Source: an optimization exercise on an open RTL-to-GDS flow (aim: small area, a short achievable clock period and few clock cycles per item). Production flows keep margins and buffers that such runs may drop. In this exercise RTL edits were held to simulation tests only and were not proved equivalent to the original. No activity file was given, so power comes from the tool's default toggle rates.

## 07-03
// smlb_compositor
module smlb_compositor #(
    parameter H = 64                       
) (
    input  wire        clk,
    input  wire        rst,                
    input  wire        in_valid,
    output wire        in_ready,
    input  wire [47:0] in_src,
    input  wire [47:0] in_row,
    input  wire        in_last,
    input  wire [15:0] in_hwy,
    input  wire [2:0]  in_shift,
    input  wire [7:0]  in_bright,
    input  wire        in_ck_en,
    input  wire [47:0] in_ck_key,
    input  wire [15:0] in_ck_first,
    input  wire [15:0] in_ck_last,
    output reg         out_valid,
    input  wire        out_ready,
    output reg  [47:0] out_row,
    output reg         out_last,
    output reg  [1:0]  out_status
);
Settings: LEC_CHECK=0, CAP_MARGIN=20, CORE_MARGIN=2, CORE_UTILIZATION=55, CTS_BUF_LIST=sky130_fd_sc_hd__clkbuf_8, PLACE_DENSITY=0.7, SLEW_MARGIN=20; clock period 24.0 ns.
standard.sh (not shown) runs the stock make flow with config.mk's settings and CLKGATE_MAP_FILE= SYNTH_SCRIPT=/design/flow/synth_recipe.tcl, a recipe that flattens the netlist after the stock synthesis.
==> flow/flow/run.sh <==
#!/bin/bash
# The standard layout, with two changes: the ports get buf_1 buffers instead
# of the delay buffers buffer_ports picks by default, and the timing repair
# is asked to leave a setup margin, so that it works on the paths that set
# the achieved period. Each tool's log is in orfs/logs; make's output is in
# standard.log.
set -e
bash standard.sh SETUP_SLACK_MARGIN=17.7 "BUFFER_PORTS_ARGS=-buffer_cell sky130_fd_sc_hd__buf_1" finish > standard.log 2>&1
07-03 went all the way through the flow, and no timing, DRC or antenna check failed.
Testbench counts of 07-03, summed over its fixed seeds: cycles 12,312, items 12,288.
#### Input delta (11-11 over 07-03)
Settings: putting CTS_CLUSTER_DIAMETER at 60 where nothing was set; swapping sky130_fd_sc_hd__clkbuf_8 for sky130_fd_sc_hd__clkbuf_4 sky130_fd_sc_hd__clkbuf_8 in CTS_BUF_LIST; putting CTS_CLUSTER_SIZE at 20 where nothing was set.
Tap cell count came out exactly the same in 11-11 and 07-03. Clock network power: 11-11 and 07-03 compared, lower one is 11-11. No stage failed in 11-11, and the final checks on the layout all came back clean. 11-11 -> 07-03: switching power summed over all nets flat. Cells: 11-11 has fewer instances than 07-03. 11-11 -> 07-03: number of flip-flops and latches in the synthesized netlist delta 0, exact match. The post-synthesis cell count on 11-11 is in line with that on 07-03. Comparing 11-11 and 07-03, the higher clock share of power is on 07-03. Power per standard cell area (lower): 11-11. Sequential share of layout area: 11-11 > 07-03. Vias after detailed routing, 11-11 and 07-03: lower on 11-11.

---

== lane 1 ==
Another version of the RTL of smlb_compositor (not shown whole).
Size: roughly 3000 cells after synthesis, roughly 260 I/O pins, roughly 0.028 mm² of cells after synthesis.
Settings: LEC_CHECK=0, CAP_MARGIN=20, CORE_MARGIN=2, CORE_UTILIZATION=55, CTS_BUF_LIST=sky130_fd_sc_hd__clkbuf_8, CTS_CLUSTER_DIAMETER=50, CTS_CLUSTER_SIZE=15, PLACE_DENSITY=0.7, SLEW_MARGIN=20; clock period 24.0 ns.
==> flow/flow/run.sh <==
#!/bin/bash
# The standard layout, with two changes: the ports get buf_1 buffers instead
# of the delay buffers buffer_ports picks by default, and the timing repair
# is asked to leave a setup margin, so that it works on the paths that set
# the achieved period. Each tool's log is in orfs/logs; make's output is in
# standard.log.
set -e
bash standard.sh SETUP_SLACK_MARGIN=17.85 "BUFFER_PORTS_ARGS=-buffer_cell sky130_fd_sc_hd__buf_1" finish > standard.log 2>&1
Testbench counts of lane 1, summed over its fixed seeds: cycles 12,312, items 12,288.
For lane 2, these inputs were changed with respect to lane 1:
--- a/flow/flow/run.sh
+++ b/flow/flow/run.sh
@@ -7,2 +7,2 @@
 set -e
-bash standard.sh SETUP_SLACK_MARGIN=17.85 "BUFFER_PORTS_ARGS=-buffer_cell sky130_fd_sc_hd__buf_1" finish > standard.log 2>&1
+bash standard.sh SETUP_SLACK_MARGIN=18.0 "BUFFER_PORTS_ARGS=-buffer_cell sky130_fd_sc_hd__buf_1" finish > standard.log 2>&1
--- a/flow/config.mk
+++ b/flow/config.mk
@@ -10,3 +10,3 @@
 export CORE_UTILIZATION = 55
-export CTS_BUF_LIST = sky130_fd_sc_hd__clkbuf_8
+export CTS_BUF_LIST = sky130_fd_sc_hd__clkbuf_8 sky130_fd_sc_hd__clkbuf_16
 export CTS_CLUSTER_DIAMETER = 50
## What came out
Lane 1 -> lane 2: routed via count flat
Diff lane 1 -> lane 2: power per unit of standard cell area rose by 1.4%, met1 track demand over resource in global routing stayed essentially flat.
Changes observed in lane 2 relative to lane 1: sequential fraction of design power lost 0.6 points; first-pass GRT wire length picked up an extra 1100 µm; area added between synthesis and finish picked up an extra 1.7 points.
[inputs] lane 3 vs lane 2
--- a/flow/config.mk
+++ b/flow/config.mk
@@ -9,7 +9,7 @@
 export CORE_MARGIN = 2
-export CORE_UTILIZATION = 55
-export CTS_BUF_LIST = sky130_fd_sc_hd__clkbuf_8 sky130_fd_sc_hd__clkbuf_16
+export CORE_UTILIZATION = 65
+export CTS_BUF_LIST = sky130_fd_sc_hd__clkbuf_8
 export CTS_CLUSTER_DIAMETER = 50
 export CTS_CLUSTER_SIZE = 15
-export PLACE_DENSITY = 0.7
+export PLACE_DENSITY = 0.8
 export SLEW_MARGIN = 20
### Flow results
- For lane 3 and lane 2, there was not a single run that failed to finish clean.
- On wire length: lane 3 sits below lane 2.
- Lane 2 reports its startpoint-to-endpoint class of the critical path as in2reg while lane 3 reports reg2reg.
- Re pin count of the biggest net entering global routing: lane 3 is 5.5% down on lane 2.
- Lane 2 → lane 3: portion of total power attributed to combinational logic picked up an extra 2.1 points; final period demand of the worst path moved up; slack of the critical path decreased by 47 ps relative to the old numbers.
Relative to lane 3, the following input files were edited for lane 4:
--- a/flow/flow/run.sh
+++ b/flow/flow/run.sh
@@ -7,2 +7,2 @@
 set -e
-bash standard.sh SETUP_SLACK_MARGIN=18.0 "BUFFER_PORTS_ARGS=-buffer_cell sky130_fd_sc_hd__buf_1" finish > standard.log 2>&1
+bash standard.sh SETUP_SLACK_MARGIN=18.15 "BUFFER_PORTS_ARGS=-buffer_cell sky130_fd_sc_hd__buf_1" finish > standard.log 2>&1
--- a/flow/config.mk
+++ b/flow/config.mk
@@ -9,3 +9,3 @@
 export CORE_MARGIN = 2
-export CORE_UTILIZATION = 65
+export CORE_UTILIZATION = 55
 export CTS_BUF_LIST = sky130_fd_sc_hd__clkbuf_8
@@ -13,3 +13,3 @@
 export CTS_CLUSTER_SIZE = 15
-export PLACE_DENSITY = 0.8
+export PLACE_DENSITY = 0.7
 export SLEW_MARGIN = 20
==> comparison <==
Lane 4 vs lane 3 — total power per unit cell area dropped 0.95 mW/mm².
Placer's final routability congestion estimate (lower): lane 3
In the flow results for lane 4 and lane 3, the non-filler instance count after layout is smaller on lane 3.

---

== garnet ==
Another version of the RTL of smlb_compositor (not shown whole).
Size in the first run: ~290 flip-flops, about 0.028 sq mm of cells after synthesis.
## smlb_compositor
module smlb_compositor #(
    parameter H = 64                       
) (
    input  wire        clk,
    input  wire        rst,                
    input  wire        in_valid,
    output wire        in_ready,
    input  wire [47:0] in_src,
    input  wire [47:0] in_row,
    input  wire        in_last,
    input  wire [15:0] in_hwy,
    input  wire [2:0]  in_shift,
    input  wire [7:0]  in_bright,
    input  wire        in_ck_en,
    input  wire [47:0] in_ck_key,
    input  wire [15:0] in_ck_first,
    input  wire [15:0] in_ck_last,
    output reg         out_valid,
    input  wire        out_ready,
    output reg  [47:0] out_row,
    output reg         out_last,
    output reg  [1:0]  out_status
);
    localparam [1:0] ST_OK = 2'd0, ST_SATURATED = 2'd1, ST_RANGE = 2'd2;
    reg  k_valid;
    reg  in_ready_q;
    wire adv = !k_valid;
    assign in_ready = in_ready_q;
    wire       in_range = (in_shift > 3'd4) || (in_hwy >= H);
    wire [5:0] hwy_lo   = in_hwy[5:0];
    wire       below    = (in_ck_first[15:6] != 10'd0) || (hwy_lo < in_ck_first[5:0]);
    wire       above    = (in_ck_last[15:6] == 10'd0) && (hwy_lo > in_ck_last[5:0]);
    wire       in_keyed = in_src == in_ck_key;
    wire       in_skip  = in_range || (in_bright == 8'd0) ||
                          (in_ck_en && (below || above || in_keyed));
    function [16:0] correct_raw;           
        input [15:0] v;
        input [2:0]  s;
        reg   [15:0] t;
        reg          c;
        begin
            if (s[2]) begin
                t = {v[11:0], 4'd0};
                c = v[15:12] != 4'd0;
            end else begin
                case (s[1:0])
                    2'd0: begin t = v;                c = 1'b0;              end
                    2'd1: begin t = {v[14:0], 1'd0};  c = v[15];             end
                    2'd2: begin t = {v[13:0], 2'd0};  c = v[15:14] != 2'd0;  end
                    default: begin t = {v[12:0], 3'd0}; c = v[15:13] != 3'd0; end
                endcase
            end
            correct_raw = c ? 17'h1FFFF : {1'b0, t};
        end
    endfunction
    wire [16:0] in_cr = correct_raw(in_src[47:32], in_shift);
    wire [16:0] in_cg = correct_raw(in_src[31:16], in_shift);
  ...
clock: 24.0 ns
lec_check: 0
cap_margin: 20
core_margin: 2
core_utilization: 55
cts_buf_list: sky130_fd_sc_hd__clkbuf_8
cts_cluster_diameter: 50
cts_cluster_size: 15
place_density: 0.7
slew_margin: 20
==> flow/flow/run.sh <==
#!/bin/bash
# The standard layout, with two changes: the ports get buf_1 buffers instead
# of the delay buffers buffer_ports picks by default, and the timing repair
# is asked to leave a setup margin, so that it works on the paths that set
# the achieved period. Each tool's log is in orfs/logs; make's output is in
# standard.log.
set -e
bash standard.sh SETUP_SLACK_MARGIN=18.3 "BUFFER_PORTS_ARGS=-buffer_cell sky130_fd_sc_hd__buf_1" finish > standard.log 2>&1
Testbench counts of garnet, summed over its fixed seeds: cycles 12,312, items 12,288.
What onyx does differently from garnet at the input level:
-- flow/flow/run.sh --
<<< garnet, line 8
bash standard.sh SETUP_SLACK_MARGIN=18.3 "BUFFER_PORTS_ARGS=-buffer_cell sky130_fd_sc_hd__buf_1" finish > standard.log 2>&1
>>> onyx, line 8
bash standard.sh SETUP_SLACK_MARGIN=18.0 "BUFFER_PORTS_ARGS=-buffer_cell sky130_fd_sc_hd__buf_1" finish > standard.log 2>&1
--- outcome ---
onyx reports a lower length of routed wiring on met1 than garnet does.
| setup slack after placement | onyx vs garnet | 69 ps higher |
onyx vs garnet: non-filler instance count after layout down slightly
Average instance area after synthesis came out exactly the same in garnet and onyx.
The power share of the combinational group reported for onyx is smaller than that of garnet by 1.7 points.
Placed standard-cell area delta (onyx -> garnet): insignificant
met1 usage ends up lower on garnet.
Changes in sierra relative to onyx:
-- flow/flow/run.sh --
<<< onyx, line 8
bash standard.sh SETUP_SLACK_MARGIN=18.0 "BUFFER_PORTS_ARGS=-buffer_cell sky130_fd_sc_hd__buf_1" finish > standard.log 2>&1
>>> sierra, line 8
bash standard.sh SETUP_SLACK_MARGIN=17.7 "BUFFER_PORTS_ARGS=-buffer_cell sky130_fd_sc_hd__buf_1" finish > standard.log 2>&1
Findings:
- sierra: done, clean on timing, DRC and antenna
- Maximum fanout along the worst path (lower): onyx
- Global placement routability congestion, sierra vs onyx: down slightly
- Final total negative setup slack came out exactly the same in onyx and sierra.
- sierra vs. onyx: vias after detailed routing went down by 1.8%.

afterwards: timing with drivers on the ports:
The flow's constraints put no driver on any port. The routed layouts listed below were extracted and timed again, unchanged, in two steps. Step 1: set_driving_cell puts a clkbuf_16 on clk and a buf_2 on each other input, an assumption about the parent block. Step 2 adds t to the input delays and takes it off the output delays; t is the mean of the earliest and latest rising clock arrival at the registers after step 1. Input paths then give back, and output paths get back, about the clock's delay inside the block. a / b / c = ideal / step 1 / step 2; a / b = the first two.
run | t (ns) | setup WS [ns] | worst hold slack (ns) | worst setup path after step 2 | pins driven straight from the clock port
07-03 | 0.661 | 17.796 / 17.826 / 17.166 | 0.466 / 0.466 / 0.466 | input to register | 1
11-11 | 0.675 | 17.814 / 17.840 / 17.165 | 0.477 / 0.477 / 0.477 | input to register | 1
lane 1 | 0.673 | 17.938 / 17.950 / 17.299 | 0.474 / 0.474 / 0.474 | input to register | 1
lane 2 | 0.609 | 18.061 / 18.040 / 17.485 | 0.464 / 0.464 / 0.464 | input to register | 1
lane 3 | 0.652 | 18.014 / 17.998 / 17.462 | 0.469 / 0.469 / 0.469 | input to register | 1
lane 4 | 0.664 | 17.990 / 17.932 / 17.526 | 0.452 / 0.452 / 0.452 | input to register | 1
garnet | 0.661 | 18.032 / 17.975 / 17.670 | 0.465 / 0.465 / 0.465 | input to register | 1
onyx | 0.647 | 18.048 / 17.997 / 17.422 | 0.466 / 0.466 / 0.466 | input to register | 1
sierra | 0.648 | 17.903 / 17.918 / 17.270 | 0.474 / 0.474 / 0.474 | input to register | 1
After both steps setup and hold are still met in every run listed. The setup slack of 11-11, which loses most, moves by +0.026 ns with the drivers and by -0.649 ns with both steps.
